Context: an optimization exercise on an open-source flow, tuned for small area. The choices shown serve that exercise and are no tape-out recipe.
Function was checked by simulation only, so behaviour that the tests miss may differ from the original.
Power and IR drop assume default switching activity.

**flow/config.mk**
```make
export PLATFORM = sky130hd
export DESIGN_NAME = wavegen
export DESIGN_NICKNAME = wavegen
export VERILOG_FILES = /design/flow/design.v
export SDC_FILE = /design/flow/constraint.sdc
export NUM_CORES = 4
export LEC_CHECK = 0
export CAP_MARGIN = 20
export CORE_MARGIN = 2
export CORE_UTILIZATION = 70
export SLEW_MARGIN = 20
```
**flow/constraint.sdc**
```tcl
create_clock -name core_clock -period 8.0 [get_ports {clk}]
set_input_delay 1.6000 -clock core_clock [delete_from_list [all_inputs] [get_ports {clk}]]
set_output_delay 1.6000 -clock core_clock [all_outputs]
set_load 0.01 [all_outputs]
```
**flow/design.v**
```verilog
module wavegen (
    input  wire        clk,
    input  wire        rst,             
    input  wire [7:0]  cmd,
    input  wire        cmd_valid,
    output wire        cmd_ready,
    output wire        pin,
    output wire        running,
    output wire [31:0] freq_out,
    output wire [31:0] inc_out,
    output wire [7:0]  duty_high_out,
    output wire [7:0]  duty_low_out
);
    localparam [13:0] TICK_BASE = 14'd12500;    
    localparam [13:0] K_MAX     = 14'd10000;    
    localparam [13:0] K_RESET   = 14'd20;       
    localparam [3:0]  N_RESET   = 4'd5;         
    reg [13:0] k;            
    reg        inc_sel;      
    reg [3:0]  n;            
    reg        run;          
    reg [13:0] kp;           
    reg [13:0] kc;           
    reg [13:0] acc;          
    reg [3:0]  pat;          
    reg [3:0]  f0, f1, f2, f3;   
    reg [3:0]  cur;          
    reg [3:0]  rem;          
    wire [3:0] op   = cmd[7:4];
    wire       sel  = cmd[0];
    wire       zero = (cmd[3:1] == 3'b000);
    wire       acc_ok = cmd_valid && cmd_ready && zero;
    wire c_start = acc_ok && op == 4'h1 && !sel;
    wire c_inc   = acc_ok && op == 4'h2;
    wire c_dec   = acc_ok && op == 4'h3;
    wire c_sel   = acc_ok && op == 4'h4;
    wire c_step  = acc_ok && op == 4'h5 && !sel;
    wire c_sync  = acc_ok && op == 4'h6 && !sel;
    wire c_stop  = acc_ok && op == 4'h7 && !sel;
    wire [13:0] by = sel ? 14'd10 : 14'd1;
    wire [13:0] k_sum = k + (c_dec ? (sel ? 14'h3ff6 : 14'h3fff) : by);
    wire k_hi = sel ? (k > 14'd9990) : (k == K_MAX);
    wire k_lo = sel ? (k <= 14'd10) : (k == 14'd1);
    always @(posedge clk) begin
        if (rst) begin
            k       <= K_RESET;
            inc_sel <= 1'b1;
            n       <= N_RESET;
            run     <= 1'b0;
        end else begin
            if (c_inc)
                k <= k_hi ? K_MAX : k_sum;
            if (c_dec)
                k <= k_lo ? 14'd1 : k_sum;
            if (c_sel)
                inc_sel <= sel;
            if (c_step)
                n <= (n == 4'd9) ? 4'd1 : n + 4'd1;
            if (c_start)
                run <= 1'b1;
            if (c_stop)
                run <= 1'b0;
        end
    end
    wire do_start = c_start && !run;
    wire do_sync  = c_sync && run;
    wire adv      = run && !c_stop;
    wire [14:0] acc_sub = {1'b0, acc} - {1'b0, kc};
    wire        tick    = acc_sub[14];           
    wire        pull    = tick && (rem == 4'd0);
    reg  [1:0] rp;
    reg  [3:0] hold;          
    wire [3:0] pat_next = (do_start || do_sync) ? n : pat;
    always @(posedge clk) begin
        if (do_start || do_sync)
            kp <= k;
        pat <= pat_next;
        hold <= {do_start, hold[3:1] | {3{do_start}}};
    end
    always @(posedge clk) begin
        if (do_start || (pull && rp == 2'd0)) f0 <= pat_next;
        if (do_start || (pull && rp == 2'd1)) f1 <= pat_next;
        if (do_start || (pull && rp == 2'd2)) f2 <= pat_next;
        if (do_start || (pull && rp == 2'd3)) f3 <= pat_next;
        if (do_start)
            rp <= 2'd0;
        else if (pull)
            rp <= rp + 2'd1;
    end
    wire [3:0] head = (rp == 2'd0) ? f0 : (rp == 2'd1) ? f1 : (rp == 2'd2) ? f2 : f3;
    always @(posedge clk) begin
        if (do_start) begin
            kc  <= k;
            acc <= TICK_BASE;
        end else if (tick) begin
            acc <= TICK_BASE;
            kc  <= kp;
        end else begin
            acc <= acc_sub[13:0];
        end
    end
    always @(posedge clk) begin
        if (rst) begin
            cur <= 4'd0;
        end else if (do_start) begin
            rem <= 4'd0;
            cur <= n;
        end else if (adv && tick) begin
            if (rem == 4'd0) begin
                cur <= head;
                rem <= 4'd9;
            end else begin
                rem <= rem - 4'd1;
            end
        end
    end
    assign pin           = (cur != 4'd0) && (rem < cur);
    assign cmd_ready     = !hold[0];
    assign running       = run;
    wire [15:0] k3 = {2'b0,k} + {1'b0,k,1'b0}; wire [23:0] fq = {k,10'd0} - {5'd0,k3,3'd0}; assign freq_out = {8'd0,fq};
    assign inc_out       = inc_sel ? 32'd10_000 : 32'd1_000;
    assign duty_high_out = {n, 3'b0} + {3'b0, n, 1'b0};
    assign duty_low_out  = 8'd100 - duty_high_out;
endmodule
```
**flow/flow/run.sh**
```bash
#!/bin/bash
# Layout flow: the standard flow, with these changes in how the layout is
# made (the design, clock and constraints are the standard flow's own):
#  * synthesis maps the combinational logic with an area-oriented ABC script
#    (flow/abc_area.script) and without ORFS's separate half/full-adder
#    mapping; registers are mapped exactly as in the standard synthesis;
#  * port buffers are the smallest buffer cell.
# Each step's full output goes to a log file of its own in this folder.
set -euo pipefail
cd "$(dirname "$0")/.."
WORK=$PWD
rm -rf "$WORK/flow_scripts"
cp -r "$FLOW_HOME/scripts" "$WORK/flow_scripts"
cp "$WORK/flow/abc_area.script" "$WORK/flow_scripts/abc_speed.script"
KNOBS=(SCRIPTS_DIR="$WORK/flow_scripts" ADDER_MAP_FILE=)
bash standard.sh synth "${KNOBS[@]}" > "$WORK/flow_synth.log" 2>&1
bash standard.sh finish "${KNOBS[@]}" \
  SKIP_REPAIR_TIE_FANOUT=1 \
  BUFFER_PORTS_ARGS="-buffer_cell sky130_fd_sc_hd__buf_1" \
  CTS_ARGS="-sink_clustering_enable -repair_clock_nets -dont_use_dummy_load -buf_list {sky130_fd_sc_hd__clkbuf_8}" \
  > "$WORK/flow_finish.log" 2>&1
```
**flow/flow/abc_area.script**
```
strash
&get -n
&deepsyn -T 20
&put
dch -f
amap
topo
```
**flow/standard.sh**
```bash
#!/bin/bash
# synth_recipe.tcl (not shown) runs the flow's synth.tcl, then flattens the netlist and writes it again
# the make line also repeats each setting of config.mk as NAME=value (left out here)
make -C /OpenROAD-flow-scripts/flow DESIGN_CONFIG=/design/flow/config.mk WORK_HOME=/design/flow/orfs CLKGATE_MAP_FILE= SYNTH_SCRIPT=/design/flow/synth_recipe.tcl "${@:-finish}"
```
==> results.txt, run 1 <==
* Vias in the first global route at 3,701
* Wire length on met1 at 4.90 mm
* R2R depth at 29
* Die Span Y at 88.9 um
* Mapped Nets at 636
* CP max FO at 8
* Drc violations at 0
* Compound-Gate Fraction of Synth Area at 21.8%
* Seq/Total Area, Yosys at 47.6%
* Max-cap violation count at 0
* Worst Path Arrival at 5.03 ns
* Mux share of post-synthesis cell area at 0%
* Clock share of power at 19.5%
* Layout cells sized above 1 at 1.87%
* Req. time, crit path at 6.40 ns
* Top Metal Used: met4
* Distinct cells, synth at 37
* Die ar. at 7900 um^2
* Switching pwr at 0.420 mW
* Most common cell in the netlist: nor2_1
* Fmax achieved at 0.151 GHz
* Flop pwr share at 52.5%
* Comb pwr share at 28.0%
* Synth Cell Area at 5040 um^2
* Grt total ovfl at 0
* CTS buffer count at 9
* Levels on crit path at 28
* Post-synth top cells: nor2_1, o21ai_0, clkinv_1, nand2_1, a21oi_1
* Multi-input logic area at 2020 um^2
* Post-route cell area at 5150 um^2
* Buf/Inv on CP at 2
* Max-slew headroom at 40.4%
* Pint at 0.830 mW
* Area contributors post-synth: edfxtp_1, dfxtp_1, nor2_1, o21ai_0, buf_4
* Hold path depth at 1
* Clk sink count at 96
* First-pass GRT wire length at 17.2 mm
* Total Power at 1.25 mW
* PwrDens at 243 nW/um^2
* Unrepaired setup endpoints after global routing: false
* Post-synth top flop: edfxtp_1
* Crit path max-delay family: compound AO/OA/AOI/OAI gates
* Final net count at 655
* Width of the die at 88.9 um
* Via count at 4,409
* Main combinational cell family by area after synthesis: compound AO/OA/AOI/OAI gates
* Min Clock Period, post-route at 6.63 ns
* Avg Inst Size Synth at 8.07 um^2
* CTS tree: built
* Setup TNS at 0 ns
* Worst Setup Start Kind: register
* Crit-path slowest cell: dfxtp_1
* Drt via density at 5.97
* Drt pass-1 iters at 5
* Initial core utilization at 73.4%
* Switching Fraction at 33.6%
* Number of antenna diodes at 0
* Wirelength per Cell at 14.7 um
* Post-Route WL at 10.8 mm
* DR iter-0 viols at 289
* H-tree depth at 3
* Synthesis-stage register bit count at 96
* Period utilization at 82.9%
* Setup CP Type: register to primary output
* Met2 wire len at 4.90 mm
* Post-CTS setup buffers at 0
* Min-Delay Path Class: register to register
* Synth-to-layout area growth at 2.11%
* Clock latency on the worst-skew pair at 0.35 ns
* Seq. cell area at 2400 um^2
* Critical Path Most Common Cell: nor2_1
* IO Count at 94
* Asr flop ratio synth at 0%
* Final Skew at 0.0296 ns
* Largest area contributor in the netlist: edfxtp_1
* Post-Synth Adder-Cell Area at 0%
* LEAKAGE at 1.82 nW
* Crit-path max cell delay at 0.47 ns
* GP Congestion at 0.954
* Fin. Hold Viols at 0
* Final HPWL DP at 8.14 mm
* Post-cts repair resize count at 0
* Simple-gate share of the synthesized area at 18.0%
* Setup Viol. Count Final at 0
* Routed wl met3 at 884 um
* Largest net degree at the start of global routing at 37
* Max Slew Vio Count at 0
* Post-synth EDFFs at 48
* IO Port Bufs at 55
* CP endpoint kind: primary output
* Placed Area at 5020 um^2
* Worst-Margin Slew at 0.891 ns
* Fillers at 526
* Initial antenna violation count at 0
* Yosys top cell area share at 28.6%
* Fin cells at 738
* Gr usage total at 28.1%
* Placed insts at 729
* Ys Warns at 1
* Placeable Area at 6870 um^2
* Status: finished clean
* Num rows at 30
* Worst-path clk slew at 0.09 ns
* Hold buffers post-CTS at 0
* Cells after Synth at 625
* CTS max path bufs at 2
* Post-synthesis xor/xnor area fraction at 0%
* DRT antenna net count at 0
* CTS Root Cell: clkbuf_8
* VDD IR max at 0.153 mV
==> flip-flops by register name, indices dropped and copies added, names as in the netlist <==
signal	cells
kc	14
kp	14
acc	14
f2	4
f0	4
k	14
cur	4
rp	2
n	4
f1	4
pat	4
f3	4
inc_sel	1
run	1
hold	4
rem	4
==> per-layer routing <==
| layer | vias to the layer above | global-route usage, % |
|---|---|---|
| li1 | 2171 | - |
| met1 | 2019 | 40.7 |
| met2 | 202 | 44.0 |
| met3 | 17 | 4.76 |
| met4 | 0 | 7.71 |
| met5 | - | 0 |
==> power by group through the flow <==
stage	combinational, mW	sequential (mW)	clock (mW)
after detailed placement	0.348	0.667	0
final	0.349	0.656	0.244
after floorplan	0.288	0.655	0
after global placement	0.322	0.662	0
after CTS	0.350	0.656	0.245
after global routing	0.399	0.665	0.267
==> placed cells by master (no fill, tap or decap), types with 2 or more instances in the layout <==
cell / instances
buf_4: 2
o32ai_1: 4
o22ai_1: 12
o21ai_0: 75
a22oi_1: 4
a21o_1: 4
nor3_1: 19
a31oi_1: 2
conb_1: 2
or3_1: 2
edfxtp_1: 48
o31ai_1: 2
buf_1: 55
and2_0: 3
o211ai_1: 5
nand2_1: 56
o221ai_1: 7
a21oi_1: 54
clkinv_1: 69
a221oi_1: 6
nor4_1: 4
o21a_1: 4
nor2_1: 124
a211oi_1: 3
clkbuf_8: 9
nand4_1: 2
or2_0: 6
dfxtp_1: 48
==> final timing paths <==
path           start            to  slack (ns)
max             k[2]  freq_out[23]        1.37
max reg2reg    kc[0]        rem[3]        2.15
min reg2reg  hold[3]       hold[2]        0.43
min          hold[3]       hold[2]        0.43
==> logic make-up (layout without fill, tap and decap cells) <==
logic type / Yosys count / count (layout)
flip-flops: 96 / 96
AND/OR/NAND/NOR: 221 / 221
buffers and inverters: 118 / 135
AO/OA/AOI/OAI: 188 / 188
other: 2 / 2
==> through the flow <==
step	setup WS (ns)	hold WS, ns	util (%)
2_1_floorplan	2.58	0.394	-
3_3_place_gp	2.17	0.396	73.2
3_5_place_dp	1.83	0.414	73.2
4_1_cts	1.44	0.435	75.0
5_1_grt	0.615	0.446	75.0
6_report	1.37	0.428	75.0
==> area by class of cell <==
| cell class | count | share of cell area (%) |
|---|---|---|
| Multi-Input combinational cell | 411 | 39.3 |
| Sequential cell | 96 | 46.7 |
| Tap cell | 96 | 2.33 |
| Timing Repair Buffer | 57 | 4.30 |
| Clock buffer | 9 | 2.41 |
| Inverter | 69 | 5.03 |
==> worst reg2reg max path, delay by kind of cell (launching register included) <==
family	cells	cell delay [ns]
AO/OA/AOI/OAI	11	1.54
AND/OR/NAND/NOR	15	2.97
buffers and inverters	3	0.65
flip-flops	1	0.33
==> run 2: changes to the inputs <==
--- a/flow/design.v
+++ b/flow/design.v
@@ -65,5 +65,4 @@
     wire do_start = c_start && !run;
     wire do_sync  = c_sync && run;
-    wire adv      = run && !c_stop;
     wire [14:0] acc_sub = {1'b0, acc} - {1'b0, kc};
     wire        tick    = acc_sub[14];           
@@ -72,7 +71,7 @@
     reg  [3:0] hold;          
     wire [3:0] pat_next = (do_start || do_sync) ? n : pat;
+    wire [13:0] kp_next = (do_start || do_sync) ? k : kp;
     always @(posedge clk) begin
-        if (do_start || do_sync)
-            kp <= k;
+        kp  <= kp_next;
         pat <= pat_next;
         hold <= {do_start, hold[3:1] | {3{do_start}}};
@@ -90,10 +89,7 @@
     wire [3:0] head = (rp == 2'd0) ? f0 : (rp == 2'd1) ? f1 : (rp == 2'd2) ? f2 : f3;
     always @(posedge clk) begin
-        if (do_start) begin
-            kc  <= k;
+        if (do_start || tick) begin
             acc <= TICK_BASE;
-        end else if (tick) begin
-            acc <= TICK_BASE;
-            kc  <= kp;
+            kc  <= kp_next;
         end else begin
             acc <= acc_sub[13:0];
@@ -106,5 +102,5 @@
             rem <= 4'd0;
             cur <= n;
-        end else if (adv && tick) begin
+        end else if (run && tick) begin
             if (rem == 4'd0) begin
                 cur <= head;
@@ -115,8 +111,10 @@
         end
     end
+    wire [15:0] k3   = {2'b0, k} + {1'b0, k, 1'b0};
+    wire [23:0] f_hz = {k, 10'd0} - {5'd0, k3, 3'd0};
     assign pin           = (cur != 4'd0) && (rem < cur);
-    assign cmd_ready     = !hold[0];
+    assign cmd_ready     = !hold[0] && !(run && tick);
     assign running       = run;
-    wire [15:0] k3 = {2'b0,k} + {1'b0,k,1'b0}; wire [23:0] fq = {k,10'd0} - {5'd0,k3,3'd0}; assign freq_out = {8'd0,fq};
+    assign freq_out      = {8'd0, f_hz};
     assign inc_out       = inc_sel ? 32'd10_000 : 32'd1_000;
     assign duty_high_out = {n, 3'b0} + {3'b0, n, 1'b0};
--- a/flow/flow/run.sh
+++ b/flow/flow/run.sh
@@ -5,5 +5,7 @@
 #    (flow/abc_area.script) and without ORFS's separate half/full-adder
 #    mapping; registers are mapped exactly as in the standard synthesis;
-#  * port buffers are the smallest buffer cell.
+#  * port buffers are the smallest buffer cell;
+#  * constant outputs share one tie cell per value (no tie fanout repair);
+#  * the clock tree uses clkbuf_8 buffers and no dummy loads.
 # Each step's full output goes to a log file of its own in this folder.
 set -euo pipefail
==> run 2 against run 1 <==
Effect of this change: still clean on timing, DRC and antenna; sequential cell count stayed put; synthesized cell count is 1.1% higher; utilization fell by 0.50 points; routed wire length decreased by 1.2%; area after synthesis decreased by 1.2%; hold slack lost 0.0067 ns; critical path type unchanged; critical endpoint is now freq_out[22].
==> results.txt, run 2 <==
* Hold_sp: hold[3]
* Hold Slack at 0.421 ns
* Crit-path max cell delay at 0.46 ns
* Layout cells sized above 1 at 1.85%
* Post-synth EDFFs at 34
* Worst Setup Start Kind: register
* Ys Warns at 1
* Total Power at 1.33 mW
* Max Slew Vio Count at 0
* Post-cts repair resize count at 0
* CP endpoint kind: primary output
* Wirelength per Cell at 14.3 um
* Setup Viol. Count Final at 0
* Post-Route WL at 10.7 mm
* Yosys top cell area share at 24.9%
* Setup TNS at 0 ns
* Seq/Total Area, Yosys at 45.4%
* Min Clock Period, post-route at 7.06 ns
* Placed insts at 736
* Drc violations at 0
* Die ar. at 7810 um^2
* Req. time, crit path at 6.40 ns
* CP max FO at 10
* Hold buffers post-CTS at 0
* Status: finished clean
* Vias in the first global route at 3,798
* Initial core utilization at 72.9%
* FF-to-FF setup slack at 1.48 ns
* Gr usage total at 28.5%
* Crit-path slowest cell: dfxtp_1
* GP Congestion at 0.914
* Max-cap violation count at 0
* Crit. Startpoint: k[3]
* Most common cell in the netlist: nor2_1
* Largest area contributor in the netlist: dfxtp_1
* Min-Delay Path Class: register to register
* Synth Cell Area at 4980 um^2
* VDD IR max at 0.131 mV
* Setup CP Type: register to primary output
* Largest net degree at the start of global routing at 37
* Number of antenna diodes at 0
* Num rows at 30
* Placeable Area at 6830 um^2
* Fin cells at 745
* Synth-to-layout area growth at 2.08%
* Final Skew at 0.0187 ns
* Critical Path End: freq_out[22]
* Initial antenna violation count at 0
* Worst Path Arrival at 5.46 ns
* DRT antenna net count at 0
* Final net count at 662
* Via count at 4,326
* LEAKAGE at 1.84 nW
* Clk sink count at 96
* DR iter-0 viols at 388
* Worst-Margin Slew at 0.755 ns
* Final HPWL DP at 7.95 mm
* Period utilization at 88.2%
* First-pass GRT wire length at 17.2 mm
* Unrepaired setup endpoints after global routing: false
* Clock latency on the worst-skew pair at 0.36 ns
* Asr flop ratio synth at 0%
* IO Count at 94
* Worst-path clk slew at 0.08 ns
* Fin. Hold Viols at 0
* CTS tree: built
* Most common cell after layout, fill and taps aside: nor2_1
* IO Port Bufs at 55
* Post-CTS setup buffers at 0
* Post-synth top flop: dfxtp_1
* Avg Inst Size Synth at 7.88 um^2
* Fmax achieved at 0.142 GHz
* Drt pass-1 iters at 5
* R2R depth at 34
* Commonest cells after routing, fill and taps aside: nor2_1, clkinv_1, a21oi_1
* CTS max path bufs at 2
* CTS Root Cell: clkbuf_8
* Max-slew headroom at 49.1%
* Grt total ovfl at 0
* Drt via density at 5.81
* Critical Path Most Common Cell: nor2_1
* R2r startpoint: kc[1]
* Critical R2R Capture: k[8]
* Area contributors post-synth: dfxtp_1, edfxtp_1, nor2_1, buf_4, a21oi_1
* Mapped Nets at 643
* PwrDens at 262 nW/um^2
* Fillers at 550
* H-tree depth at 3
* Cells after Synth at 632
* Die Span Y at 88.4 um
* Post-synth top cells: nor2_1, a21oi_1, clkinv_1, dfxtp_1, o21ai_0
* Synthesis-stage register bit count at 96
* Width of the die at 88.4 um
* Distinct cells, synth at 37
* CTS buffer count at 9
## run 2: power breakdown
group	switching [mW]	leakage (nW)	internal, mW
clock network	0.142	0.0647	0.101
registers	0.0421	0.831	0.649
logic	0.274	0.946	0.126
total	0.458	1.84	0.876
## run 2: how the worst min path moves through the flow
| stage | cells after the start | slack, ns | endpoint |
|---|---|---|---|
| final | 1 | 0.42 | hold[2] |
| after global routing | 1 | 0.43 | hold[2] |
| after CTS | 1 | 0.42 | hold[2] |
| after detailed placement | 1 | 0.42 | hold[2] |
| after global placement | 1 | 0.40 | hold[2] |
| after floorplan | 1 | 0.39 | hold[0] |
## run 2: worst max-delay path, delay by kind of cell, from the launching register on
| kind | cells | cell delay, ns |
|---|---|---|
| AO/OA/AOI/OAI | 14 | 2.29 |
| buffers and inverters | 3 | 0.60 |
| flip-flops | 1 | 0.46 |
| AND/OR/NAND/NOR | 17 | 1.73 |
## run 2: through the flow
stage | util (%) | area [um^2] | setup slack [ns]
6_report | 74.5 | 5090 | 0.943
5_1_grt | 74.5 | 5090 | 0.170
4_1_cts | 74.5 | 5090 | 0.954
3_5_place_dp | 72.6 | 4960 | 1.35
3_3_place_gp | 72.6 | 4960 | 1.73
2_1_floorplan | - | 4980 | 0.989
## run 2: per-layer routing
metal | global-route usage, % | wire length [um] | vias up
li1 | - | - | 2186
met2 | 43.8 | 4750 | 198
met3 | 5.04 | 1040 | 23
met5 | 0 | 0 | -
met1 | 40.6 | 4710 | 1919
met4 | 10.5 | 183 | 0
## run 2: cell families (layout without fill, tap and decap cells)
group           Yosys count  count (layout)  synth area share, %
other cells               2               2                0.151
buf+inv                 118             135                 12.5
compound gates          190             190                 23.0
simple gates            226             226                 19.0
flops                    96              96                 45.4
## run 2: final cells by class
type / instances / area [um^2] / area share [%]
multi-input cells: 418 / 2100 / 41.3
repair buffers: 57 / 221 / 4.35
well taps: 96 / 120 / 2.36
flip-flops and latches: 96 / 2260 / 44.5
inverters: 69 / 259 / 5.09
clock buffers: 9 / 124 / 2.44
==> run 3: changes to the inputs <==
--- a/flow/design.v
+++ b/flow/design.v
@@ -68,5 +68,4 @@
     wire        tick    = acc_sub[14];           
     wire        pull    = tick && (rem == 4'd0);
-    reg  [1:0] rp;
     reg  [3:0] hold;          
     wire [3:0] pat_next = (do_start || do_sync) ? n : pat;
@@ -78,14 +77,16 @@
     end
     always @(posedge clk) begin
-        if (do_start || (pull && rp == 2'd0)) f0 <= pat_next;
-        if (do_start || (pull && rp == 2'd1)) f1 <= pat_next;
-        if (do_start || (pull && rp == 2'd2)) f2 <= pat_next;
-        if (do_start || (pull && rp == 2'd3)) f3 <= pat_next;
-        if (do_start)
-            rp <= 2'd0;
-        else if (pull)
-            rp <= rp + 2'd1;
+        if (do_start) begin
+            f0 <= n;
+            f1 <= n;
+            f2 <= n;
+            f3 <= n;
+        end else if (pull) begin
+            f0 <= f1;
+            f1 <= f2;
+            f2 <= f3;
+            f3 <= pat;
+        end
     end
-    wire [3:0] head = (rp == 2'd0) ? f0 : (rp == 2'd1) ? f1 : (rp == 2'd2) ? f2 : f3;
     always @(posedge clk) begin
         if (do_start || tick) begin
@@ -104,5 +105,5 @@
         end else if (run && tick) begin
             if (rem == 4'd0) begin
-                cur <= head;
+                cur <= f0;
                 rem <= 4'd9;
             end else begin
==> run 3 against run 2 <==
Effect of this change: highest routed layer unchanged; clock skew is 0.015 ns higher; maximum frequency is 1.5% higher; critical path depth is 1 lower; critical endpoint unchanged; synthesized cell count down 1.4%; first-iteration DRC count fell by 34%; die area shrank 1.5%; worst setup slack better by 0.11 ns; count of clock-buffer cells in the layout stayed put; clock power is essentially flat; still clean.
==> results.txt, run 3 <==
* Mapped Nets at 634
* CTS buffer count at 9
* Max Slew Vio Count at 0
* Final HPWL DP at 7.45 mm
* Layout cells sized above 1 at 2.03%
* Period utilization at 86.9%
* Switching pwr at 0.429 mW
* Hold buffers post-CTS at 0
* GP Congestion at 0.947
* Post-Route WL at 10.0 mm
* Seq/Total Area, Yosys at 46.1%
* Crit-path max cell delay at 0.38 ns
* Number of antenna diodes at 0
* LEAKAGE at 1.75 nW
* Final Skew at 0.0335 ns
* Clock latency on the worst-skew pair at 0.36 ns
* Fin. Hold Viols at 0
* Post-CTS setup buffers at 0
* Setup TNS at 0 ns
* Distinct cells, synth at 37
* Ys Warns at 1
* CP endpoint kind: primary output
* Area contributors post-synth: edfxtp_1, dfxtp_1, nor2_1, buf_4, o21ai_0
* FF-to-FF setup slack at 1.66 ns
* Switching Fraction at 33.5%
* Fmax achieved at 0.144 GHz
* Num rows at 30
* Hold Slack at 0.436 ns
* Asr flop ratio synth at 0%
* Cells after Synth at 623
* Largest area contributor in the netlist: edfxtp_1
* Drt pass-1 iters at 5
* Met3 usage at 5.00%
* Synth-to-layout area growth at 2.27%
* Largest net degree at the start of global routing at 37
* IO Port Bufs at 55
* Min-Delay Path Class: register to register
* Seq. cell area at 2260 um^2
* Most common cell after layout, fill and taps aside: nor2_1
* Avg Inst Size Synth at 7.87 um^2
* Min Clock Period, post-route at 6.95 ns
* PwrDens at 255 nW/um^2
* DRT antenna net count at 0
* CTS max path bufs at 2
* Synth Cell Area at 4900 um^2
* Initial antenna violation count at 0
* Comb pwr share at 28.9%
* Post-synth top cells: nor2_1, clkinv_1, o21ai_0, dfxtp_1, a21oi_1
* Most common cell in the netlist: nor2_1
* DR iter-0 viols at 255
* Die Span Y at 87.7 um
* Initial core utilization at 72.2%
* Met1 global-route usage at 39.4%
* Clock share of power at 18.8%
* First-pass GRT wire length at 16.4 mm
* Post-cts repair resize count at 0
* Buf/Inv on CP at 5
* Clk sink count at 94
* Req. time, crit path at 6.40 ns
* VDD IR max at 0.134 mV
* Synthesis-stage register bit count at 94
* Status: finished clean
* Met2 GRT Util at 42.1%
* Grt total ovfl at 0
* Placeable Area at 6790 um^2
* Gr busiest metal: met2
* Vias in the first global route at 3,567
* H-tree depth at 3
* Flop pwr share at 52.3%
* Commonest cells after routing, fill and taps aside: nor2_1, clkinv_1, o21ai_0
* CP max FO at 7
* Max-slew headroom at 49.9%
* Gr usage total at 27.0%
* Via count at 4,155
* Final net count at 654
* Fillers at 541
* Unrepaired setup endpoints after global routing: false
* Setup CP Type: register to primary output
* Drt via density at 5.64
* Worst Path Arrival at 5.35 ns
* CTS Root Cell: clkbuf_8
* Wirelength per Cell at 13.6 um
* Drc violations at 0
* Yosys top cell area share at 23.3%
* Post-synth top flop: dfxtp_1
* Worst Setup Start Kind: register
* Width of the die at 87.7 um
* Post-synth EDFFs at 38
* Worst-path clk slew at 0.10 ns
* Die ar. at 7690 um^2
* Worst-Margin Slew at 0.746 ns
* Critical Path Most Common Cell: nand2_1
* Crit path max-delay family: compound AO/OA/AOI/OAI gates
* CTS tree: built
* Max-cap violation count at 0
* Setup Viol. Count Final at 0
* Crit-path slowest cell: dfxtp_1
* Multi-input logic area at 1990 um^2
* IO Count at 94
* Pint at 0.851 mW
run 3: cell types whose count changed after synthesis, moves of 4 or more:
cell | before | now
o21ai_0 | 50 | 66
nand2_1 | 39 | 46
clkinv_1 | 69 | 77
dfxtp_1 | 62 | 56
nand3_1 | 7 | 3
edfxtp_1 | 34 | 38
a21oi_1 | 69 | 54
a211oi_1 | 6 | 10
nor2_1 | 141 | 131
nor4_1 | 6 | 0
run 3: per-layer routing:
metal	part of all wire [%]	vias to the layer above
met5	0	-
met4	1.2	0
met3	7.1	15
met2	45	150
met1	47	1866
li1	-	2124
run 3: worst reg2reg max path: cells and delay by family, from the launching register on:
kind,cells,cell delay [ns]
AND/OR/NAND/NOR,18,2.75
AO/OA/AOI/OAI,12,2.11
buffers and inverters,4,1.07
flip-flops,1,0.33
run 3: power groups by stage:
stage / Clock [mW] / Combinational [mW] / Sequential, mW
global route: 0.262 / 0.426 / 0.680
finish: 0.241 / 0.370 / 0.669
CTS: 0.243 / 0.372 / 0.669
global placement: 0 / 0.351 / 0.675
floorplan: 0 / 0.310 / 0.667
detailed placement: 0 / 0.371 / 0.679
run 3: layout make-up:
cell class	instances	share of cell area (%)
flip-flops and latches	94	45.1
multi-input cells	403	39.7
inverters	77	5.76
repair buffers	58	4.57
clock buffers	9	2.47
well taps	96	2.40
run 3: kinds of logic (layout without fill, tap and decap cells):
group	count (synthesis)	in the layout	share of synthesized area, %
AND/OR/NAND/NOR	216	216	18.2
AO/OA/AOI/OAI	185	185	22.2
buffers and inverters	126	144	13.3
flip-flops	94	94	46.1
other	2	2	0.153
run 3: stage by stage:
| stage | instance area [um^2] | cells | util (%) | worst slack [ns] | total power, mW |
|---|---|---|---|---|---|
| 2_1_floorplan | 4900 | 623 | - | 2.14 | 0.977 |
| 3_3_place_gp | 4890 | 728 | 72.0 | 1.59 | 1.03 |
| 3_5_place_dp | 4890 | 728 | 72.0 | 1.43 | 1.05 |
| 4_1_cts | 5010 | 737 | 73.8 | 1.05 | 1.28 |
| 5_1_grt | 5010 | 737 | 73.8 | 0.299 | 1.37 |
| 6_report | 5010 | 737 | 73.8 | 1.05 | 1.28 |
run 3: worst paths after layout:
kind	depth (start not counted)	startpoint	to
hold reg to reg	1	hold[1]	hold[0]
setup / recovery	33	k[1]	freq_out[22]
hold / removal	1	hold[1]	hold[0]
setup reg to reg	34	kc[0]	acc[1]
==> run 4: changes to the inputs <==
--- a/flow/design.v
+++ b/flow/design.v
@@ -56,5 +56,7 @@
                 inc_sel <= sel;
             if (c_step)
-                n <= (n == 4'd9) ? 4'd1 : n + 4'd1;
+                n <= (n == 4'd1) ? 4'd2 : (n == 4'd2) ? 4'd3 : (n == 4'd3) ? 4'd4 :
+                     (n == 4'd4) ? 4'd5 : (n == 4'd5) ? 4'd6 : (n == 4'd6) ? 4'd7 :
+                     (n == 4'd7) ? 4'd8 : (n == 4'd8) ? 4'd9 : 4'd1;
             if (c_start)
                 run <= 1'b1;
@@ -119,5 +121,11 @@
     assign freq_out      = {8'd0, f_hz};
     assign inc_out       = inc_sel ? 32'd10_000 : 32'd1_000;
-    assign duty_high_out = {n, 3'b0} + {3'b0, n, 1'b0};
-    assign duty_low_out  = 8'd100 - duty_high_out;
+    assign duty_high_out = (n == 4'd1) ? 8'd10 : (n == 4'd2) ? 8'd20 :
+                           (n == 4'd3) ? 8'd30 : (n == 4'd4) ? 8'd40 :
+                           (n == 4'd5) ? 8'd50 : (n == 4'd6) ? 8'd60 :
+                           (n == 4'd7) ? 8'd70 : (n == 4'd8) ? 8'd80 : 8'd90;
+    assign duty_low_out  = (n == 4'd1) ? 8'd90 : (n == 4'd2) ? 8'd80 :
+                           (n == 4'd3) ? 8'd70 : (n == 4'd4) ? 8'd60 :
+                           (n == 4'd5) ? 8'd50 : (n == 4'd6) ? 8'd40 :
+                           (n == 4'd7) ? 8'd30 : (n == 4'd8) ? 8'd20 : 8'd10;
 endmodule
==> run 4 against run 3 <==
Effect of this change: critical path type unchanged; still clean on timing, DRC and antenna; clock power hardly changed; routed wire length is 7.0% higher; die area down 0.15%.
==> results.txt, run 4 <==
* Status: finished clean
* Worst slack, placed at 0.146 ns
* Placed insts at 727
* Worst-path clk slew at 0.10 ns
* VDD IR max at 0.0972 mV
* Period utilization at 94.4%
* Worst Path Arrival at 5.95 ns
* Placed Area at 4900 um^2
* Fillers at 516
* Total Power at 1.13 mW
* Fmax achieved at 0.132 GHz
* Die Span Y at 87.6 um
* Min-Delay Path Class: register to register
* GP Congestion at 0.983
* Vias in the first global route at 3,692
* Crit-path max cell delay at 0.32 ns
* Synthesis-stage register bit count at 94
* Final net count at 657
* Max-slew headroom at 35.5%
* Cells after Synth at 622
* Distinct cells, synth at 37
* DRT antenna net count at 0
* Setup TNS at 0 ns
* Area contributors post-synth: edfxtp_1, dfxtp_1, nor2_1, buf_4, o21ai_0
* Setup CP Type: register to primary output
* Post-Route WL at 10.7 mm
* Commonest cells after routing, fill and taps aside: nor2_1, clkinv_1, o21ai_0
* Seq/Total Area, Yosys at 46.2%
* H-tree depth at 3
* PwrDens at 218 nW/um^2
* Largest net degree at the start of global routing at 39
* Largest area contributor in the netlist: edfxtp_1
* Initial core utilization at 72.1%
* Clk sink count at 94
* Yosys top cell area share at 23.3%
* Max Slew Vio Count at 0
* Synth Cell Area at 4900 um^2
* Post-synth top cells: nor2_1, clkinv_1, o21ai_0, a21oi_1, dfxtp_1
* IO Port Bufs at 53
* IO Count at 94
* Fin cells at 740
* CTS Root Cell: clkbuf_8
* LEAKAGE at 1.86 nW
* Min Clock Period, post-route at 7.55 ns
* Grt total ovfl at 0
* Crit-path slowest cell: dfxtp_1
* Drt via density at 5.80
* Initial antenna violation count at 0
* Via count at 4,289
* First-pass GRT wire length at 16.8 mm
* Req. time, crit path at 6.40 ns
* Final WS setup at 0.447 ns
* DR iter-0 viols at 350
* Final Skew at 0.0312 ns
* Most common cell in the netlist: nor2_1
* Width of the die at 87.6 um
* Clock latency on the worst-skew pair at 0.35 ns
* Gr usage total at 27.9%
* Post-synth top flop: dfxtp_1
* Final HPWL DP at 8.03 mm
* Setup Viol. Count Final at 0
* Worst-Margin Slew at 0.955 ns
* Placeable Area at 6790 um^2
* CTS max path bufs at 2
* Ys Warns at 1
* Layout cells sized above 1 at 7.76%
* Number of antenna diodes at 0
* CTS tree: built
* Worst Setup Start Kind: register
* Drt pass-1 iters at 5
* Asr flop ratio synth at 0%
* Avg Inst Size Synth at 7.87 um^2
* Synth-to-layout area growth at 5.55%
* CP max FO at 10
* Mapped Nets at 633
* Drc violations at 0
* Fin. Hold Viols at 0
* Hold Slack at 0.401 ns
* Post-route cell area at 5170 um^2
* Wirelength per Cell at 14.5 um
* Critical Path Most Common Cell: nand2_1
* CP endpoint kind: primary output
* Most common cell after layout, fill and taps aside: nor2_1
* Post-synth EDFFs at 38
* Final design utilization at 76.1%
* Max-cap violation count at 0
* Num rows at 30
* Die ar. at 7680 um^2
* CTS buffer count at 9
-- run 4: changes by cell type in the layout (fill, tap and decap cells not counted), sizes merged, moves of 4 or more --
cell | before | now
a21oi | 54 | 58
a22oi | 10 | 3
a31oi | 3 | 7
buf | 58 | 62
inv | 0 | 4
o21ai | 66 | 61
-- run 4: final timing paths --
kind         startpoint      endpoint  slack, ns  depth (start not counted)
max                k[1]  freq_out[22]       0.45                         43
min             hold[2]       hold[1]       0.40                          1
max reg2reg       kc[1]          k[1]       1.31                         36
min reg2reg     hold[2]       hold[1]       0.40                          1
-- run 4: area by class of cell --
type	instances	area, um^2	share of cell area, %
Multi-Input combinational cell	398	2070	40.1
Timing Repair Buffer	63	275	5.33
Inverter	80	308	5.96
Clock buffer	9	124	2.40
Sequential cell	94	2270	43.9
Tap cell	96	120	2.32
-- run 4: what timing repair did --
item,in CTS,in global routing
setup endpoints to repair,4,6
hold endpoints to repair,0,0
hold buffers,0,0
setup buffers,0,4
gates resized for setup,6,34
pin swaps,0,4
-- run 4: metal layers --
metal  track usage (%)  part of all wire (%)  wire, um
met1              38.3                    44      4690
met3              5.66                   7.9       846
met4              9.09                   1.4       150
met5                 0                     0         0
met2              44.4                    47      5010
-- run 4: cell families after synthesis --
family / after synthesis / synth area share [%]
AOI/OAI and AO/OA: 179 / 21.4
buffers and inverters: 130 / 13.7
DFF: 94 / 46.2
other: 2 / 0.153
and+or+nand+nor: 217 / 18.5
-- run 4: worst max-delay path, delay by kind of cell, from the launching register on --
kind,cells,cell delay [ns]
AOI/OAI and AO/OA,16,2.29
buffers and inverters,3,0.44
and+or+nand+nor,24,2.54
DFF,1,0.32
-- run 4: report_power, final --
part	total (mW)	internal [mW]	leakage (nW)	switching, mW
clock	0.241	0.101	0.0647	0.140
sequential	0.601	0.575	0.814	0.0255
combinational	0.284	0.0981	0.982	0.186
==> run 5: changes to the inputs <==
--- a/flow/design.v
+++ b/flow/design.v
@@ -40,6 +40,10 @@
     wire [13:0] by = sel ? 14'd10 : 14'd1;
     wire [13:0] k_sum = k + (c_dec ? (sel ? 14'h3ff6 : 14'h3fff) : by);
-    wire k_hi = sel ? (k > 14'd9990) : (k == K_MAX);
-    wire k_lo = sel ? (k <= 14'd10) : (k == 14'd1);
+    wire k_top  = k[13] & k[10] & k[9] & k[8];             
+    wire k_hi   = sel ? (k_top & (k[4] | k[3] | (k[2] & k[1] & k[0])))    
+                      : (k_top & k[4]);                                   
+    wire k_low4 = ~|k[13:4];                               
+    wire k_lo   = sel ? (k_low4 & (~k[3] | (~k[2] & ~(k[1] & k[0]))))    
+                      : ~|k[13:1];                                        
     always @(posedge clk) begin
         if (rst) begin
==> run 5 against run 4 <==
Effect of this change: routed wire length down 7.9%; worst setup slack better by 0.24 ns; clock power about the same; register-to-register slack worse by 0.04 ns; hold slack better by 0.019 ns; final area down 4.1%.
==> results.txt, run 5 <==
* Clk sink count at 94
* Min Clock Period, post-route at 7.31 ns
* Worst Setup Start Kind: register
* Setup CP Type: register to primary output
* Commonest cells after routing, fill and taps aside: nor2_1, clkinv_1, o21ai_0
* Seq/Total Area, Yosys at 46.6%
* Crit-path max cell delay at 0.44 ns
* IO Count at 94
* Cells after Synth at 607
* Min-Delay Path Class: register to register
* Met1 global-route usage at 40.2%
* Worst-Margin Slew at 0.834 ns
* First-pass GRT wire length at 15.9 mm
* Most common cell in the netlist: nor2_1
* Clock latency on the worst-skew pair at 0.37 ns
* Drt via density at 5.88
* Gr usage total at 26.6%
* Setup Viol. Count Final at 0
* Initial core utilization at 71.8%
* CTS Root Cell: clkbuf_8
* Number of antenna diodes at 0
* Met3 usage at 4.74%
* Final net count at 637
* Placed Area at 4820 um^2
* Placeable Area at 6760 um^2
* Max Slew Vio Count at 0
* Crit-path slowest cell: dfxtp_1
* Worst Path Arrival at 5.71 ns
* Num rows at 30
* Vias in the first global route at 3,481
* CP endpoint kind: primary output
* Final Skew at 0.0322 ns
* Max-cap violation count at 0
* Max-slew headroom at 44.4%
* Mapped Nets at 618
* Area contributors post-synth: edfxtp_1, dfxtp_1, nor2_1, buf_4, o21ai_0
* Largest net degree at the start of global routing at 39
* Post-synth top flop: dfxtp_1
* CTS max path bufs at 2
* Fmax achieved at 0.137 GHz
* Ys Warns at 1
* Worst-path clk slew at 0.07 ns
* Post-synth top cells: nor2_1, clkinv_1, o21ai_0, a21oi_1, dfxtp_1
* Post-synth EDFFs at 38
* Setup TNS at 0 ns
* DR iter-0 viols at 279
* Synthesis-stage register bit count at 94
* Layout cells sized above 1 at 3.21%
* PwrDens at 205 nW/um^2
* GP Congestion at 0.889
* Status: finished clean
* Req. time, crit path at 6.40 ns
* CTS tree: built
* Unrepaired setup endpoints after global routing: false
* Initial antenna violation count at 0
* Final HPWL DP at 7.19 mm
* Yosys top cell area share at 23.5%
* Critical Path Most Common Cell: nand2_1
* Asr flop ratio synth at 0%
* IO Port Bufs at 53
* LEAKAGE at 1.74 nW
* Grt total ovfl at 0
* CP max FO at 11
* CTS buffer count at 9
* Synth Cell Area at 4850 um^2
* Drt pass-1 iters at 5
* Avg Inst Size Synth at 7.99 um^2
* H-tree depth at 3
* Die ar. at 7610 um^2
* Via count at 4,141
* Wirelength per Cell at 14.0 um
* Post-Route WL at 9.85 mm
* Post-route cell area at 4960 um^2
* Met2 GRT Util at 38.8%
* Die Span Y at 87.2 um
* Gr busiest metal: met1
* DRT antenna net count at 0
* VDD IR max at 0.0977 mV
* Largest area contributor in the netlist: edfxtp_1
* Final design utilization at 73.4%
* Period utilization at 91.4%
* Most common cell after layout, fill and taps aside: nor2_1
* Fin. Hold Viols at 0
* Drc violations at 0
* Synth-to-layout area growth at 2.19%
* Post-CTS setup buffers at 0
* Width of the die at 87.2 um
* Distinct cells, synth at 37
## run 5: final timing paths
kind | start | endpoint | slack, ns | cells after the start
setup / recovery | k[3] | freq_out[22] | 0.69 | 30
hold / removal | hold[1] | hold[0] | 0.42 | 1
setup reg to reg | kc[0] | k[12] | 1.27 | 42
hold reg to reg | hold[1] | hold[0] | 0.42 | 1
## run 5: final cells by class
cell class	count	area, um^2
flip-flops and latches	94	2260
multi-input cells	383	1930
fillers	546	1800
inverters	80	300
repair buffers	58	236
clock buffers	9	124
well taps	80	100
## run 5: stage by stage
stage          cells  setup WS (ns)  hold WS (ns)  power [mW]
2_1_floorplan    607           1.68         0.394       0.754
3_3_place_gp     695           1.30         0.396       0.772
3_5_place_dp     695           1.08         0.407       0.786
4_1_cts          704          0.675         0.424        1.02
5_1_grt          704         0.0254         0.464        1.07
6_report         704          0.688         0.420        1.02
## run 5: power breakdown
group | internal, mW | switching, mW
combinational | 0.0747 | 0.125
clock | 0.101 | 0.141
sequential | 0.554 | 0.0211
total | 0.729 | 0.287
## run 5: layer usage
metal | vias to the layer above | routed length, um
met5 | - | 0
met4 | 0 | 152
met3 | 18 | 700
met2 | 160 | 4240
met1 | 1875 | 4770
li1 | 2088 | -
## run 5: critical path, delay by kind of cell (launching register included)
family	cells	cell delay (ns)
simple gates	16	2.51
buf+inv	3	0.56
compound gates	11	1.83
flops	1	0.44
## run 5: logic make-up (layout without fill, tap and decap cells)
| logic type | after synthesis | count (layout) | synth area share (%) |
|---|---|---|---|
| simple gates | 200 | 200 | 17.5 |
| compound gates | 181 | 181 | 21.9 |
| buf+inv | 130 | 147 | 13.9 |
| flops | 94 | 94 | 46.6 |
| other cells | 2 | 2 | 0.155 |
## run 5: repair_timing
action / in CTS / in global routing
gates resized for setup: 0 / 5
setup endpoints to repair: 0 / 4
hold buffers: 0 / 0
endpoints found under the hold margin: 0 / 0
==> run 6: changes to the inputs <==
--- a/flow/flow/run.sh
+++ b/flow/flow/run.sh
@@ -3,6 +3,8 @@
 # made (the design, clock and constraints are the standard flow's own):
 #  * synthesis maps the combinational logic with an area-oriented ABC script
-#    (flow/abc_area.script) and without ORFS's separate half/full-adder
-#    mapping; registers are mapped exactly as in the standard synthesis;
+#    (flow/abc_area.script: deep AIG optimisation, area mapping, then gate
+#    sizing only where ABC's delay estimate exceeds 4.2 ns) and without
+#    ORFS's separate half/full-adder mapping; registers are mapped exactly as
+#    in the standard synthesis;
 #  * port buffers are the smallest buffer cell;
 #  * constant outputs share one tie cell per value (no tie fanout repair);
==> flow/flow/abc_area.script (replaced) <==
strash
&get -n
&deepsyn -J 50 -T 120
&put
dch -f
amap
topo
upsize -D 4200
dnsize -D 4200
==> run 6 against run 5 <==
Effect of this change: critical path type unchanged; cell count fell by 3.1%; sequential cell count stayed put; highest routed layer unchanged; still clean; worst setup slack better by 0.76 ns; final area decreased by 1.2%.
==> results.txt, run 6 <==
* Largest net degree at the start of global routing at 39
* Compound-Gate Fraction of Synth Area at 24.7%
* Vias in the first global route at 3,373
* Post-synth top flop: dfxtp_1
* Fin cells at 682
* Largest area contributor in the netlist: edfxtp_1
* CTS max path bufs at 2
* Drc violations at 0
* Mapped Nets at 601
* Critical Path End: freq_out[22]
* CTS buffer count at 9
* First-pass GRT wire length at 16.1 mm
* Drt pass-1 iters at 5
* Setup CP Type: register to primary output
* Post-cts repair resize count at 0
* Max-cap violation count at 0
* Drt via density at 5.87
* Levels on crit path at 32
* Clock latency on the worst-skew pair at 0.36 ns
* Gr usage total at 27.0%
* Num rows at 30
* Met2 wire len at 4.32 mm
* Worst-path clk slew at 0.10 ns
* IO Port Bufs at 53
* Setup TNS at 0 ns
* CTS tree: built
* Post-synth top cells: nor2_1, a21oi_1, nand2_1, clkinv_1, dfxtp_1
* Worst Setup Start Kind: register
* Mux share of post-synthesis cell area at 0%
* Final HPWL DP at 7.33 mm
* Critical R2R Capture: k[12]
* Most common cell in the netlist: nor2_1
* Synth-to-layout area growth at 1.06%
* Simple-gate share of the synthesized area at 16.3%
* Worst-Margin Slew at 0.990 ns
* Post-Synth Adder-Cell Area at 0%
* Initial antenna violation count at 0
* R2r startpoint: kc[1]
* DR iter-0 viols at 316
* Wire length on met1 at 4.78 mm
* Max-slew headroom at 33.8%
* Min Clock Period, post-route at 6.55 ns
* Number of antenna diodes at 0
* Grt total ovfl at 0
* Setup Viol. Count Final at 0
* Seq/Total Area, Yosys at 46.7%
* Period utilization at 81.9%
* Req. time, crit path at 6.40 ns
* Seq. cell area at 2260 um^2
* Via count at 4,006
* R2R depth at 39
* Post-Route WL at 10.1 mm
* Layout cells sized above 1 at 2.16%
* VDD IR max at 0.110 mV
* IO Count at 94
* Placeable Area at 6760 um^2
* Cells after Synth at 590
* Clk sink count at 94
* Asr flop ratio synth at 0%
* Wirelength per Cell at 14.8 um
* Post-CTS setup buffers at 0
* Worst slack, placed at 1.90 ns
* Crit path max-delay family: simple AND/OR/NAND/NOR gates
* Buf/Inv on CP at 6
* Fillers at 539
* Routed wl met3 at 836 um
* Final Skew at 0.0316 ns
* Total Power at 1.09 mW
* Min-Delay Path Class: register to register
* Synth Cell Area at 4850 um^2
* H-tree depth at 3
* Die Span Y at 87.2 um
* Status: finished clean
* PwrDens at 223 nW/um^2
* CTS Root Cell: clkbuf_8
* Yosys top cell area share at 23.5%
* Hold Slack at 0.429 ns
* Most common cell after layout, fill and taps aside: nor2_1
* Area contributors post-synth: edfxtp_1, dfxtp_1, nor2_1, buf_4, a21oi_1
* Top Metal Used: met4
* Initial core utilization at 71.7%
* Crit-path max cell delay at 0.44 ns
* Post-synth EDFFs at 38
* Placed insts at 673
* Crit. Startpoint: k[1]
* Max Slew Vio Count at 0
* Hold buffers post-CTS at 0
* Fin. Hold Viols at 0
* LEAKAGE at 1.74 nW
* Post-synthesis xor/xnor area fraction at 0%
* Unrepaired setup endpoints after global routing: false
* Fmax achieved at 0.153 GHz
* DRT antenna net count at 0
* Synthesis-stage register bit count at 94
* CP max FO at 7
* Worst Path Arrival at 4.95 ns
* FF-to-FF setup slack at 2.04 ns
* GP Congestion at 0.970
* Ys Warns at 1
* Critical Path Most Common Cell: nand2_1
* Multi-input logic area at 1990 um^2
* Die ar. at 7600 um^2
* Width of the die at 87.2 um
* Crit-path slowest cell: dfxtp_1
* Commonest cells after routing, fill and taps aside: nor2_1, a21oi_1, nand2_1
* Main combinational cell family by area after synthesis: compound AO/OA/AOI/OAI gates
* Final net count at 615
* Final WS setup at 1.45 ns
* CP endpoint kind: primary output
* Distinct cells, synth at 40
* Avg Inst Size Synth at 8.21 um^2
[run 6: cell types whose count changed in the layout (fill, tap and decap cells not counted), moves of 5 or more]
cell      before  now
a21oi_1       56   62
a22oi_1        9    0
buf_4          5    0
clkinv_1      78   56
nand2_1       53   60
nor3_1        14    6
o21a_1         4   33
o21ai_0       60   39
o21ai_1        0    5
[run 6: worst min path at each step]
| stage | start | to | slack (ns) | cells after the start |
|---|---|---|---|---|
| detailed placement | hold[3] | hold[2] | 0.41 | 1 |
| finish | hold[2] | hold[1] | 0.43 | 1 |
| global route | hold[2] | hold[1] | 0.44 | 1 |
| CTS | hold[3] | hold[2] | 0.43 | 1 |
| global placement | hold[3] | hold[2] | 0.40 | 1 |
| floorplan | hold[1] | hold[0] | 0.39 | 1 |
[run 6: power breakdown]
group	internal, mW	switching, mW
registers	0.573	0.0277
clock network	0.101	0.143
logic	0.0895	0.159
total	0.764	0.330
[run 6: stage by stage]
stage | cell area (um^2) | utilization (%)
finish | 4900 | 72.5
global route | 4900 | 72.5
CTS | 4900 | 72.5
detailed placement | 4770 | 70.6
global placement | 4770 | 70.6
floorplan | 4850 | -
[run 6: layout make-up]
class                   count  area share (%)
multi-input cells         388            40.7
repair buffers             53            4.06
inverters                  58            4.45
flip-flops and latches     94            46.2
well taps                  80            2.04
clock buffers               9            2.53
[run 6: routing by layer]
layer / up-vias / global-route usage, %
met4: 0 / 8.39
met1: 1763 / 41.5
li1: 2061 / -
met2: 165 / 38.2
met3: 17 / 5.88
met5: - / 0
[run 6: cells by family (layout without fill, tap and decap cells)]
family	after synthesis	count (layout)
AO/OA/AOI/OAI	193	193
AND/OR/NAND/NOR	193	193
other	2	2
buffers and inverters	108	120
flip-flops	94	94
==> run 7: changes to the inputs <==
--- a/flow/design.v
+++ b/flow/design.v
@@ -83,10 +83,5 @@
     end
     always @(posedge clk) begin
-        if (do_start) begin
-            f0 <= n;
-            f1 <= n;
-            f2 <= n;
-            f3 <= n;
-        end else if (pull) begin
+        if (pull || hold[0]) begin
             f0 <= f1;
             f1 <= f2;
@@ -108,8 +103,8 @@
         end else if (do_start) begin
             rem <= 4'd0;
-            cur <= n;
+            cur <= 4'd15;
         end else if (run && tick) begin
             if (rem == 4'd0) begin
-                cur <= f0;
+                cur <= hold[0] ? pat : f0;
                 rem <= 4'd9;
             end else begin
==> run 7 against run 6 <==
Effect of this change: still clean; combinational power grew 22%; via count shrank 0.90%; register-to-register slack lost 0.21 ns; synthesized cell count shrank 0.51%; die area grew 1.2%; cell count grew 1.9%; sequential cell count is the same; maximum frequency shrank 3.1%; area after synthesis grew 1.3%; largest cell class unchanged; largest power group unchanged.
==> results.txt, run 7 <==
* Post-synth EDFFs at 38
* Switching pwr at 0.370 mW
* Post-synthesis xor/xnor area fraction at 0%
* Initial core utilization at 72.2%
* Main combinational cell family by area after synthesis: compound AO/OA/AOI/OAI gates
* Crit path max-delay family: compound AO/OA/AOI/OAI gates
* Worst-path clk slew at 0.07 ns
* Min Clock Period, post-route at 6.76 ns
* LEAKAGE at 1.71 nW
* Distinct cells, synth at 52
* Drt pass-1 iters at 5
* Setup Viol. Count Final at 0
* Pint at 0.786 mW
* IO Port Bufs at 53
* Number of antenna diodes at 0
* Post-synth top flop: dfxtp_1
* Fin. Hold Viols at 0
* Largest net degree at the start of global routing at 39
* Min-Delay Path Class: register to register
* Clock latency on the worst-skew pair at 0.36 ns
* DR iter-0 viols at 273
* Width of the die at 87.7 um
* Final net count at 612
* Drc violations at 0
* Comb pwr share at 26.1%
* First-pass GRT wire length at 16.0 mm
* Req. time, crit path at 6.40 ns
* Yosys top cell area share at 23.3%
* Initial antenna violation count at 0
* Switching Fraction at 32.0%
* Total Power at 1.16 mW
* Commonest cells after routing, fill and taps aside: nor2_1, clkinv_1, dfxtp_1
* Post-synth top cells: nor2_1, clkinv_1, dfxtp_1, a21oi_1, buf_4
* DRT antenna net count at 0
* IO Count at 94
* Mux share of post-synthesis cell area at 0%
* Wirelength per Cell at 14.4 um
* Max Slew Vio Count at 0
* Seq/Total Area, Yosys at 46.1%
* Crit-path max cell delay at 0.54 ns
* Synth-to-layout area growth at 1.45%
* CTS buffer count at 9
* Period utilization at 84.5%
* Num rows at 30
* Unrepaired setup endpoints after global routing: false
* Setup CP Type: register to primary output
* Layout cells sized above 1 at 6.84%
* Synth Cell Area at 4910 um^2
* Post-Route WL at 9.98 mm
* Clock share of power at 20.8%
* Simple-gate share of the synthesized area at 18.8%
* H-tree depth at 3
* Fmax achieved at 0.148 GHz
* PwrDens at 232 nW/um^2
* Final Skew at 0.0357 ns
* Hold buffers post-CTS at 0
* Worst Path Arrival at 5.16 ns
* Synthesis-stage register bit count at 94
* CP max FO at 10
* Die ar. at 7700 um^2
* Status: finished clean
* Max-slew headroom at 32.9%
* Vias in the first global route at 3,489
* CP endpoint kind: primary output
* Worst Setup Start Kind: register
* Post-cts repair resize count at 0
* Worst-Margin Slew at 1.00 ns
* CTS tree: built
* Worst slack, placed at 1.71 ns
* Ys Warns at 1
* Setup TNS at 0 ns
* Die Span Y at 87.7 um
* Grt total ovfl at 0
* VDD IR max at 0.123 mV
* CTS Root Cell: clkbuf_8
* Most common cell after layout, fill and taps aside: nor2_1
* Multi-input logic area at 2040 um^2
* Post-CTS setup buffers at 0
* Flop pwr share at 53.0%
* Final WS setup at 1.24 ns
* Cells after Synth at 587
* Max-cap violation count at 0
* Asr flop ratio synth at 0%
* Avg Inst Size Synth at 8.36 um^2
* Via count at 3,970
* Area contributors post-synth: edfxtp_1, dfxtp_1, nor2_1, buf_4, a21oi_1
* Fillers at 527
* Post-Synth Adder-Cell Area at 0%
* Largest area contributor in the netlist: edfxtp_1
* Gr usage total at 26.7%
* Seq. cell area at 2260 um^2
* Compound-Gate Fraction of Synth Area at 22.6%
* GP Congestion at 0.866
* Drt via density at 5.71
* Mapped Nets at 598
* Critical Path Most Common Cell: nand2_1
* Crit-path slowest cell: dfxtp_1
* Most common cell in the netlist: nor2_1
* CTS max path bufs at 2
* Buf/Inv on CP at 2
* Final design utilization at 73.3%
* Final HPWL DP at 7.44 mm
* Placeable Area at 6790 um^2
* Clk sink count at 94
[run 7: cell types whose count changed after synthesis, sizes merged, moves of 4 or more]
cell,previous run,this run
nand2,60,53
a21oi,62,52
o22ai,14,19
a31oi,3,7
and2,0,5
nor3,7,12
or2,6,10
o21a,33,8
nor2,103,112
[run 7: final timing paths]
check / start / cells after the start / end / slack, ns
min reg2reg: f3[0] / 0 / f2[0] / 0.41
max reg2reg: kc[1] / 34 / rem[2] / 1.83
max: k[1] / 34 / freq_out[22] / 1.24
min: f3[0] / 0 / f2[0] / 0.41
[run 7: kinds of logic (layout without fill, tap and decap cells)]
group / Yosys count / after routing
other: 2 / 2
buffers and inverters: 112 / 124
AOI/OAI and AO/OA: 171 / 171
DFF: 94 / 94
and+or+nand+nor: 208 / 208
[run 7: final cells by class]
type	instances	share of cell area, %
Sequential cell	94	45.4
Tap cell	96	2.41
Multi-Input combinational cell	381	41.0
Timing Repair Buffer	53	4.00
Clock buffer	9	2.49
Inverter	62	4.67
[run 7: through the flow]
step           std cells  hold slack, ns  area (um^2)
6_report             695           0.412         4980
5_1_grt              695           0.410         4980
4_1_cts              695           0.413         4980
3_5_place_dp         686           0.405         4850
3_3_place_gp         686           0.396         4850
2_1_floorplan        587           0.394         4910
[run 7: power groups by stage]
stage	Combinational [mW]	Clock [mW]	Sequential (mW)
after floorplan	0.259	0	0.615
after global placement	0.282	0	0.619
after detailed placement	0.301	0	0.622
after CTS	0.302	0.246	0.612
after global routing	0.338	0.263	0.619
final	0.302	0.241	0.613
[run 7: metal layers]
layer	vias up	GRT usage (%)	share of wire (%)
met3	17	5.09	5.4
met1	1802	37.6	48
met5	-	0	0
li1	2032	-	-
met2	119	41.8	45
met4	0	8.67	1.7
==> run 8: changes to the inputs <==
--- a/flow/flow/run.sh
+++ b/flow/flow/run.sh
@@ -6,5 +6,8 @@
 #    sizing only where ABC's delay estimate exceeds 4.2 ns) and without
 #    ORFS's separate half/full-adder mapping; registers are mapped exactly as
-#    in the standard synthesis;
+#    in the standard synthesis. The AIG optimisation is randomised, so the
+#    synthesis is run with several ABC seeds and the one with the smallest
+#    cell area (not counting the pass-through buffers placement removes) is
+#    kept;
 #  * port buffers are the smallest buffer cell;
 #  * constant outputs share one tie cell per value (no tie fanout repair);
@@ -14,9 +17,57 @@
 cd "$(dirname "$0")/.."
 WORK=$PWD
-rm -rf "$WORK/flow_scripts"
-cp -r "$FLOW_HOME/scripts" "$WORK/flow_scripts"
-cp "$WORK/flow/abc_area.script" "$WORK/flow_scripts/abc_speed.script"
+SEEDS="1 2 3 4 5 6 7 8"
+JOBS=${NUM_CORES:-4}
+
+# The ORFS scripts, with flow/abc_area.script (seed filled in) as ABC script.
+make_scripts() {
+  rm -rf "$2"
+  cp -r "$FLOW_HOME/scripts" "$2"
+  sed "s/@SEED@/$1/" "$WORK/flow/abc_area.script" > "$2/abc_speed.script"
+}
+
+# Synthesis cell area without the buf_4 pass-through buffers.
+synth_area() {
+  awk '/Chip area for module/ {a = $NF}
+       $NF == "sky130_fd_sc_hd__buf_4" {b = $2}
+       END {printf "%.4f\n", a - b}' "$1"
+}
+
+# Trial syntheses, one per seed.
+rm -rf "$WORK/synth_trials"
+mkdir -p "$WORK/synth_trials"
+n=0
+for s in $SEEDS; do
+  d="$WORK/synth_trials/seed$s"
+  mkdir -p "$d"
+  make_scripts "$s" "$d/scripts"
+  bash standard.sh synth SCRIPTS_DIR="$d/scripts" ADDER_MAP_FILE= \
+    WORK_HOME="$d/orfs" > "$d/synth.log" 2>&1 &
+  n=$((n + 1))
+  if (( n % JOBS == 0 )); then wait; fi
+done
+wait
+
+best=""
+best_area=""
+for s in $SEEDS; do
+  rpt="$WORK/synth_trials/seed$s/orfs/reports/sky130hd/wavegen/base/synth_stat.txt"
+  [[ -f $rpt ]] || continue
+  a=$(synth_area "$rpt")
+  echo "seed $s: $a" >> "$WORK/flow_seeds.log"
+  if [[ -z $best ]] || awk -v a="$a" -v b="$best_area" 'BEGIN {exit !(a < b)}'; then
+    best=$s
+    best_area=$a
+  fi
+done
+echo "best seed $best: $best_area" >> "$WORK/flow_seeds.log"
+
+# The layout, from the chosen seed's synthesis (run again, deterministically).
+make_scripts "$best" "$WORK/flow_scripts"
 KNOBS=(SCRIPTS_DIR="$WORK/flow_scripts" ADDER_MAP_FILE=)
 bash standard.sh synth "${KNOBS[@]}" > "$WORK/flow_synth.log" 2>&1
+echo "final synthesis: $(synth_area "$WORK/orfs/reports/sky130hd/wavegen/base/synth_stat.txt")" \
+  >> "$WORK/flow_seeds.log"
+rm -rf "$WORK/synth_trials"/seed*/scripts
 bash standard.sh finish "${KNOBS[@]}" \
   SKIP_REPAIR_TIE_FANOUT=1 \
==> flow/flow/abc_area.script (replaced) <==
strash
&get -n
&deepsyn -J 50 -T 120 -S @SEED@
&put
dch -f
amap
topo
upsize -D 4200
dnsize -D 4200
==> run 8 against run 7 <==
Effect of this change: non-clock buffer count is the same; cell count fell by 5.5%; largest cell class unchanged; global-route usage is 1.1 points higher; via count down 2.7%; still clean on timing, DRC and antenna.
==> results.txt, run 8 <==
* Max-cap violation count at 0
* Worst Path Arrival at 5.43 ns
* Vias in the first global route at 3,601
* PwrDens at 236 nW/um^2
* Die ar. at 7430 um^2
* Drc violations at 0
* CTS max path bufs at 2
* Worst-Margin Slew at 0.720 ns
* Final net count at 593
* First-pass GRT wire length at 16.3 mm
* Hold buffers post-CTS at 0
* Most common cell in the netlist: nor2_1
* Crit-path slowest cell: dfxtp_1
* Final WS setup at 0.966 ns
* Avg Inst Size Synth at 8.32 um^2
* Num rows at 29
* Number of antenna diodes at 0
* Die Span Y at 86.2 um
* Final design utilization at 73.9%
* Seq/Total Area, Yosys at 47.8%
* Post-cts repair resize count at 0
* Final Skew at 0.0268 ns
* Ys Warns at 1
* IO Count at 94
* Buf/Inv on CP at 4
* Initial antenna violation count at 0
* Drt pass-1 iters at 5
* H-tree depth at 3
* Min-Delay Path Class: register to register
* Fmax achieved at 0.142 GHz
* Crit-path max cell delay at 0.52 ns
* Post-synth EDFFs at 38
* Routed wl met3 at 623 um
* Width of the die at 86.2 um
* Post-route cell area at 4780 um^2
* Unrepaired setup endpoints after global routing: false
* Setup TNS at 0 ns
* Fin cells at 657
* Placed Area at 4650 um^2
* Drt via density at 5.88
* Most common cell after layout, fill and taps aside: nor2_1
* Clock latency on the worst-skew pair at 0.36 ns
* Synth-to-layout area growth at 1.01%
* Gr usage total at 27.8%
* DRT antenna net count at 0
* CTS buffer count at 9
* CP endpoint kind: primary output
* IO Port Bufs at 53
* Wirelength per Cell at 14.9 um
* Met2 wire len at 4.44 mm
* Area contributors post-synth: edfxtp_1, dfxtp_1, nor2_1, buf_4, a21oi_1
* Worst-path clk slew at 0.08 ns
* Synth Cell Area at 4730 um^2
* Crit path max-delay family: compound AO/OA/AOI/OAI gates
* Via count at 3,864
* Fin. Hold Viols at 0
* Layout cells sized above 1 at 2.59%
* CTS Root Cell: clkbuf_8
* Setup Viol. Count Final at 0
* Req. time, crit path at 6.40 ns
* Wire length on met1 at 4.53 mm
* Critical Path Most Common Cell: nand2_1
* Yosys top cell area share at 24.1%
* CTS tree: built
* Max-slew headroom at 51.6%
* Period utilization at 87.9%
* Distinct cells, synth at 39
* Synthesis-stage register bit count at 94
* Post-synth top flop: dfxtp_1
* Asr flop ratio synth at 0%
* Worst Setup Start Kind: register
* VDD IR max at 0.109 mV
* Worst slack, placed at 1.45 ns
* DR iter-0 viols at 172
* Largest net degree at the start of global routing at 39
* Top Metal Used: met4
* Initial core utilization at 73.2%
* LEAKAGE at 1.65 nW
* Commonest cells after routing, fill and taps aside: nor2_1, clkinv_1, a21oi_1
* Grt total ovfl at 0
* Setup CP Type: register to primary output
* Final HPWL DP at 7.25 mm
* Fillers at 509
* Post-synth top cells: nor2_1, clkinv_1, a21oi_1, dfxtp_1, buf_4
* CP max FO at 8
* Largest area contributor in the netlist: edfxtp_1
* Max Slew Vio Count at 0
* Status: finished clean
* Mapped Nets at 579
* Min Clock Period, post-route at 7.03 ns
* Post-CTS setup buffers at 0
* Clk sink count at 94
* Placeable Area at 6460 um^2
* GP Congestion at 0.951
* Post-Route WL at 9.82 mm
* Placed insts at 648
* Cells after Synth at 568
## run 8: path summary, 6_finish.rpt
check / cells past startpoint / end / slack (ns) / start
max reg2reg: 35 / acc[11] / 2.00 / kc[0]
max: 31 / freq_out[22] / 0.97 / k[1]
min reg2reg: 1 / hold[2] / 0.41 / hold[3]
min: 1 / hold[2] / 0.41 / hold[3]
## run 8: final cells by class
| type | count | area [um^2] | share of cell area (%) |
|---|---|---|---|
| clock buffers | 9 | 124 | 2.59 |
| multi-input cells | 356 | 1840 | 38.5 |
| repair buffers | 53 | 199 | 4.17 |
| well taps | 77 | 96.3 | 2.02 |
| flip-flops and latches | 94 | 2260 | 47.4 |
| inverters | 68 | 255 | 5.34 |
## run 8: cells by family (layout without fill, tap and decap cells)
logic type,count (synthesis),in the layout,share of synthesized area [%]
other,2,2,0.159
AO/OA/AOI/OAI,174,174,22.4
AND/OR/NAND/NOR,180,180,16.3
buffers and inverters,118,130,13.3
flip-flops,94,94,47.8
## run 8: per-stage QoR
stage	hold slack, ns	power [mW]
after global routing	0.418	1.20
final	0.406	1.13
after global placement	0.396	0.874
after floorplan	0.394	0.847
after CTS	0.406	1.13
after detailed placement	0.405	0.892
## run 8: power breakdown
group | switching (mW) | internal (mW)
registers | 0.0311 | 0.582
clock network | 0.144 | 0.101
logic | 0.186 | 0.0838
## run 8: metal layers
metal	GRT usage, %	up-vias
met1	38.7	1719
met5	0	-
li1	-	1965
met2	43.3	154
met3	5.24	26
met4	10.8	0

[afterwards: timing with drivers on the ports]
Ports are ideal in the flow. The routed layouts listed here were re-timed in OpenROAD. Step 1 assumes that a clkbuf_16 drives the clock port and a buf_2 every other input. Step 2, shift: input delay + t, output delay - t, t = (earliest + latest rising clock arrival at the registers) / 2. This alone moves slack from input paths to output paths. a / b / c = ideal ports / drivers / drivers and shift; a / b = the first two.
| run | t (ns) | setup slack, ns | worst setup path after step 2 | worst slew at a driven data input, ns | cell pins on the clock port's net |
|---|---|---|---|---|---|
| run 1 | 0.368 | 1.368 / 1.337 / 1.705 | register to output | 0.04 | 1 |
| run 2 | 0.381 | 0.943 / 0.912 / 1.293 | register to output | 0.03 | 1 |
| run 3 | 0.366 | 1.048 / 1.025 / 1.391 | register to output | 0.04 | 1 |
| run 4 | 0.369 | 0.447 / 0.415 / 0.784 | register to output | 0.03 | 1 |
| run 5 | 0.379 | 0.688 / 0.657 / 1.036 | register to output | 0.04 | 1 |
| run 6 | 0.371 | 1.449 / 1.419 / 1.790 | register to output | 0.04 | 1 |
| run 7 | 0.372 | 1.239 / 1.210 / 1.582 | register to output | 0.03 | 1 |
| run 8 | 0.375 | 0.966 / 0.933 / 1.308 | register to output | 0.05 | 1 |
After both steps every run listed still meets setup and hold.
